This design comes from an exercise in tuning for small area, a short achievable clock period and few clock cycles on the open sky130 flow, not from production work. Function was checked by simulation only, so behaviour that the tests miss may differ from the original.

==> inputs of run a <==
==> flow/design.v (excerpt) <==
module pif_interp (
    input  wire        clk,
    input  wire        rst,
    input  wire        start,
    input  wire [1:0]  mode,        
    input  wire [31:0] pos,         
    input  wire [31:0] frac,        
    input  wire [31:0] dly_base,    
    input  wire [31:0] dly_len,     
    output wire        ready,
    output reg         done,
    output reg         fault,
    output reg  [1:0]  fault_cause,  
    output reg  [31:0] result,
    output wire        mem_en,
    output wire [14:0] mem_addr,
    input  wire [31:0] mem_rdata
);
==> flow/config.mk <==
export PLATFORM = sky130hd
export DESIGN_NAME = pif_interp
export DESIGN_NICKNAME = pif_interp
export VERILOG_FILES = /design/flow/design.v
export SDC_FILE = /design/flow/constraint.sdc
export NUM_CORES = 4
export LEC_CHECK = 0
export CAP_MARGIN = 20
export CORE_MARGIN = 2
export CORE_UTILIZATION = 40
export PLACE_DENSITY = 0.5
export SLEW_MARGIN = 20
==> flow/constraint.sdc <==
create_clock -name core_clock -period 22.0 [get_ports {clk}]
set_input_delay 4.4000 -clock core_clock [delete_from_list [all_inputs] [get_ports {clk}]]
set_output_delay 4.4000 -clock core_clock [all_outputs]
set_load 0.01 [all_outputs]
standard.sh (not shown) runs the stock make flow with config.mk's settings and CLKGATE_MAP_FILE= SYNTH_SCRIPT=/design/flow/synth_recipe.tcl, a recipe that flattens the netlist after the stock synthesis.
==> flow/flow/run.sh <==
#!/bin/bash
set -euo pipefail
bash standard.sh SETUP_SLACK_MARGIN=14 finish > standard_flow.log 2>&1
==> inputs of run b, as changes to run a <==
--- a/flow/design.v
+++ b/flow/design.v
@@ -462,15 +462,14 @@
     reg        r_act;
     reg        r_none;
     reg [1:0]  r_thr;
     reg [QW-1:0] r_tag;
     reg [14:0] r_base;
     reg [15:0] r_len;
     reg [15:0] r_ri;
-    reg [14:0] r_addr;         
     reg [1:0]  r_cnt;
     reg [1:0]  r_last;
     reg        r_herm;
     reg        cap_v;
     reg        cap_none;
     reg [1:0]  cap_thr;
     reg [1:0]  cap_slot;       
@@ -489,15 +488,15 @@
                 any_free = 1'b1;
             end
     end
     assign xfer    = d_v && d_rdy && r_free && (q_cnt != NQ) && (!need_thr || any_free);
     wire [15:0] ri_inc  = r_ri + 16'd1;
     wire [15:0] idx_nxt = (ri_inc == r_len) ? 16'd0 : ri_inc;
     assign mem_en   = r_act;
-    assign mem_addr = r_addr;
+    assign mem_addr = r_base + r_ri[14:0];
     reg        pa_v, pm_v;
     reg [1:0]  p_thr;
     reg [QW-1:0] p_tag;
     reg        p_herm;
     reg [3:0]  p_step;
     reg [1:0]  pa_sp;  reg pa_sgn, pa_zs; reg [7:0] pa_eb; reg [27:0] pa_sum;
     reg [1:0]  pm_sp;  reg pm_s; reg [10:0] pm_e0; reg [47:0] pm_p;
@@ -681,15 +680,14 @@
                         2'd2: begin t_rc[cap_thr] <= mem_rdata; t_go[cap_thr] <= 1'b1; end
                         default: t_rd[cap_thr] <= mem_rdata;
                     endcase
                 end
             end
             if (r_act) begin
                 r_ri     <= idx_nxt;
-                r_addr   <= (ri_inc == r_len) ? r_base : (r_addr + 15'd1);
                 r_cnt    <= r_cnt + 2'd1;
                 cap_v    <= 1'b1;
                 cap_none <= r_none;
                 cap_thr  <= r_thr;
                 cap_tag  <= r_tag;
                 cap_slot <= r_herm ? r_cnt : r_cnt + 2'd1;
                 if (r_cnt == r_last)
@@ -705,15 +703,14 @@
                     r_act  <= 1'b1;
                     r_none <= (d_mode == 2'd0);
                     r_thr  <= new_thr;
                     r_tag  <= q_tail;
                     r_base <= d_base;
                     r_len  <= d_len;
                     r_ri   <= d_first;
-                    r_addr <= d_base + d_first[14:0];
                     r_cnt  <= 2'd0;
                     r_herm <= (d_mode == 2'd2);
                     r_last <= (d_mode == 2'd2) ? 2'd3 : (d_mode == 2'd1) ? 2'd1 : 2'd0;
                     if (d_mode != 2'd0) begin
                         t_busy[new_thr] <= 1'b1;
                         t_go[new_thr]   <= 1'b0;
                         t_herm[new_thr] <= (d_mode == 2'd2);
==> inputs of run c, as changes to run a <==
--- a/flow/design.v
+++ b/flow/design.v
@@ -462,15 +462,14 @@
     reg        r_act;
     reg        r_none;
     reg [1:0]  r_thr;
     reg [QW-1:0] r_tag;
     reg [14:0] r_base;
     reg [15:0] r_len;
     reg [15:0] r_ri;
-    reg [14:0] r_addr;         
     reg [1:0]  r_cnt;
     reg [1:0]  r_last;
     reg        r_herm;
     reg        cap_v;
     reg        cap_none;
     reg [1:0]  cap_thr;
     reg [1:0]  cap_slot;       
@@ -489,25 +488,23 @@
                 any_free = 1'b1;
             end
     end
     assign xfer    = d_v && d_rdy && r_free && (q_cnt != NQ) && (!need_thr || any_free);
     wire [15:0] ri_inc  = r_ri + 16'd1;
     wire [15:0] idx_nxt = (ri_inc == r_len) ? 16'd0 : ri_inc;
     assign mem_en   = r_act;
-    assign mem_addr = r_addr;
+    assign mem_addr = r_base + r_ri[14:0];
     reg        pa_v, pm_v;
     reg [1:0]  p_thr;
-    reg [QW-1:0] p_tag;
     reg        p_herm;
     reg [3:0]  p_step;
     reg [1:0]  pa_sp;  reg pa_sgn, pa_zs; reg [7:0] pa_eb; reg [27:0] pa_sum;
     reg [1:0]  pm_sp;  reg pm_s; reg [10:0] pm_e0; reg [47:0] pm_p;
     reg         s_act, s_add, s_mul, s_sub, s_mhalf, s_herm;
     reg  [1:0]  s_thr;
-    reg  [QW-1:0] s_tag;
     reg  [3:0]  s_step;
     reg         s_nega;
     reg  [3:0]  s_asel [0:NT-1];    
     reg  [2:0]  s_bsel [0:NT-1];    
     reg  [2:0]  s_msel [0:NT-1];    
     reg  [NQ-1:0] s_tsel;           
     reg  [QW-1:0] age [0:NT-1];
@@ -637,40 +634,47 @@
                 t_busy[k] <= 1'b0;
                 t_go[k]   <= 1'b0;
             end
             for (k = 0; k < NQ; k = k + 1)
                 q_v[k] <= 1'b0;
         end else begin
             s_act   <= n_act;
+            s_thr   <= n_thr;
+            s_herm  <= n_herm;
+            s_step  <= n_step;
             s_add   <= n_act && n_add;
             s_mul   <= n_act && n_mul;
+            s_sub   <= n_sub;
+            s_nega  <= n_nega;
+            s_mhalf <= n_mhalf;
             for (k = 0; k < NT; k = k + 1) begin
                 s_asel[k] <= (n_act && n_add && n_thr == k) ? n_asel : 4'd0;
                 s_bsel[k] <= (n_act && n_add && n_thr == k) ? n_bsel : 3'd0;
                 s_msel[k] <= (n_act && n_mul && n_thr == k) ? n_msel : 3'd0;
             end
             for (k = 0; k < NQ; k = k + 1)
                 s_tsel[k] <= n_act && n_mul && !n_mhalf && t_tag[n_thr] == k;
             pa_v   <= s_add;
             pm_v   <= s_mul;
+            p_thr  <= s_thr;
+            p_herm <= s_herm;
+            p_step <= s_step;
             if (s_act)
                 t_step[s_thr] <= s_step + 4'd1;
-            if (s_act && (s_herm ? (s_step == 4'd11) : (s_step == 4'd2))) begin
-                t_busy[s_thr] <= 1'b0;
-                t_go[s_thr]   <= 1'b0;
-            end
             if (w_ra)  t_ra[p_thr] <= add_y;
             if (w_rd)  t_rd[p_thr] <= (pa_v && p_step == 4'd2) ? add_y : mul_y;
             if (w_rc)  t_rc[p_thr] <= mul_y;
             if (w_rem) t_re[p_thr] <= mul_y;
             if (w_rea) t_re[p_thr] <= add_y;
             if (w_fin) begin
-                q_v[p_tag] <= 1'b1;
-                q_f[p_tag] <= 1'b0;
-                q_r[p_tag] <= add_y;
+                t_busy[p_thr] <= 1'b0;
+                t_go[p_thr]   <= 1'b0;
+                q_v[t_tag[p_thr]] <= 1'b1;
+                q_f[t_tag[p_thr]] <= 1'b0;
+                q_r[t_tag[p_thr]] <= add_y;
             end
             cap_v <= 1'b0;
             if (cap_v) begin
                 if (cap_none) begin
                     q_v[cap_tag] <= 1'b1;
                     q_f[cap_tag] <= 1'b0;
                     q_r[cap_tag] <= mem_rdata;
@@ -681,15 +685,14 @@
                         2'd2: begin t_rc[cap_thr] <= mem_rdata; t_go[cap_thr] <= 1'b1; end
                         default: t_rd[cap_thr] <= mem_rdata;
                     endcase
                 end
             end
             if (r_act) begin
                 r_ri     <= idx_nxt;
-                r_addr   <= (ri_inc == r_len) ? r_base : (r_addr + 15'd1);
                 r_cnt    <= r_cnt + 2'd1;
                 cap_v    <= 1'b1;
                 cap_none <= r_none;
                 cap_thr  <= r_thr;
                 cap_tag  <= r_tag;
                 cap_slot <= r_herm ? r_cnt : r_cnt + 2'd1;
                 if (r_cnt == r_last)
@@ -705,15 +708,14 @@
                     r_act  <= 1'b1;
                     r_none <= (d_mode == 2'd0);
                     r_thr  <= new_thr;
                     r_tag  <= q_tail;
                     r_base <= d_base;
                     r_len  <= d_len;
                     r_ri   <= d_first;
-                    r_addr <= d_base + d_first[14:0];
                     r_cnt  <= 2'd0;
                     r_herm <= (d_mode == 2'd2);
                     r_last <= (d_mode == 2'd2) ? 2'd3 : (d_mode == 2'd1) ? 2'd1 : 2'd0;
                     if (d_mode != 2'd0) begin
                         t_busy[new_thr] <= 1'b1;
                         t_go[new_thr]   <= 1'b0;
                         t_herm[new_thr] <= (d_mode == 2'd2);
@@ -725,22 +727,11 @@
             end
             if (q_v[q_head]) begin
                 q_v[q_head] <= 1'b0;
                 q_head      <= q_head + 1'b1;
             end
             q_cnt <= q_cnt + xfer - q_v[q_head];
         end
-        s_thr   <= n_thr;
-        s_tag   <= t_tag[n_thr];
-        s_herm  <= n_herm;
-        s_step  <= n_step;
-        s_sub   <= n_sub;
-        s_nega  <= n_nega;
-        s_mhalf <= n_mhalf;
-        p_thr   <= s_thr;
-        p_tag   <= s_tag;
-        p_herm  <= s_herm;
-        p_step  <= s_step;
         pa_sp <= a1_sp; pa_sgn <= a1_sgn; pa_zs <= a1_zs; pa_eb <= a1_eb; pa_sum <= a1_sum;
         pm_sp <= m1_sp; pm_s <= m1_s; pm_e0 <= m1_e0; pm_p <= m1_p;
     end
 endmodule
==> flow/flow/run.sh (replaced) <==
#!/bin/bash
set -euo pipefail
bash standard.sh SETUP_SLACK_MARGIN=12 finish > standard_flow.log 2>&1
==> impl_metrics.toml <==
[status]
status = "finished clean"

[floorplan]
taps = 2975

[worst_setup_path]
crit_end = "pm_p[45]$_DFF_P_"
required_ps = 22680

[logic_synthesis]
synth_top_area_frac = 0.284
synth-seq-cells = 1023

[power_and_ir_drop]
p_int_mw = 4.36
vdd_drop_max_mv = 0.0923
Source of the figures above: run c

==> impl_metrics.toml <==
[status]
status = "finished clean"

[power_and_ir_drop]
p_int_mw = 4.79
vdd_drop_max_mv = 0.0793

[cells_and_area]
seq_share = 0.275

[drt]
via_per_inst = 6.48

[worst_setup_path]
required_ps = 22670

[floorplan]
taps = 2958

[logic_synthesis]
synth-seq-cells = 1027
Source of the figures above: run b

==> impl_metrics.toml <==
[floorplan]
taps = 2975
coreArea_um2 = 222000

[status]
status = "finished clean"

[cts]
cts_setup_buffers = 207
cts_hold_buf = 0

[logic_synthesis]
synth_compound_area_frac = 0.206
synth_top_area_frac = 0.284
synth-simple-area-share = 0.137
synth-seq-cells = 1042

[worst_setup_path]
crit_end = "pm_p[47]$_DFF_P_"
required_ps = 22700
cpMaxStageDelayCell = "fa_1"

[place]
dp_slack_ps = 11860
Source of the figures above: run a

Testbench counts of run a, summed over its fixed seeds: cycles 52,995.
Testbench counts of run b, summed over its fixed seeds: cycles 52,995.
Testbench counts of run c, summed over its fixed seeds: cycles 53,127.

-- what the ideal ports hide --
How much do the figures lean on ideal ports? The routed layouts below were timed once more, with nothing changed but the port constraints.
Step 1 sets driving cells, clkbuf_16 on the clock port and buf_2 on the other inputs (assumed; they add their load-dependent delay and slew).
Step 2 moves the port delays by t, midway between the first and last clock arrival at a register: inputs arrive t later, outputs are due t later. That takes back most of the time a late clock gives input paths.
a / b / c = ideal / step 1 / step 2; a / b = the first two.
run | shift t [ns] | setup WS [ns] | hold WS [ns]
run a | 0.890 | 13.647 / 13.647 / 13.265 | 0.325 / 0.325 / 0.325
run b | 0.902 | 13.620 / 13.620 / 13.290 | 0.327 / 0.327 / 0.327
run c | 0.892 | 12.318 / 12.318 / 11.865 | 0.414 / 0.414 / 0.414
After both steps setup and hold are still met in every run listed. The setup slack of run c, which loses most, moves by 0.000 ns with the drivers and by -0.453 ns with both steps.
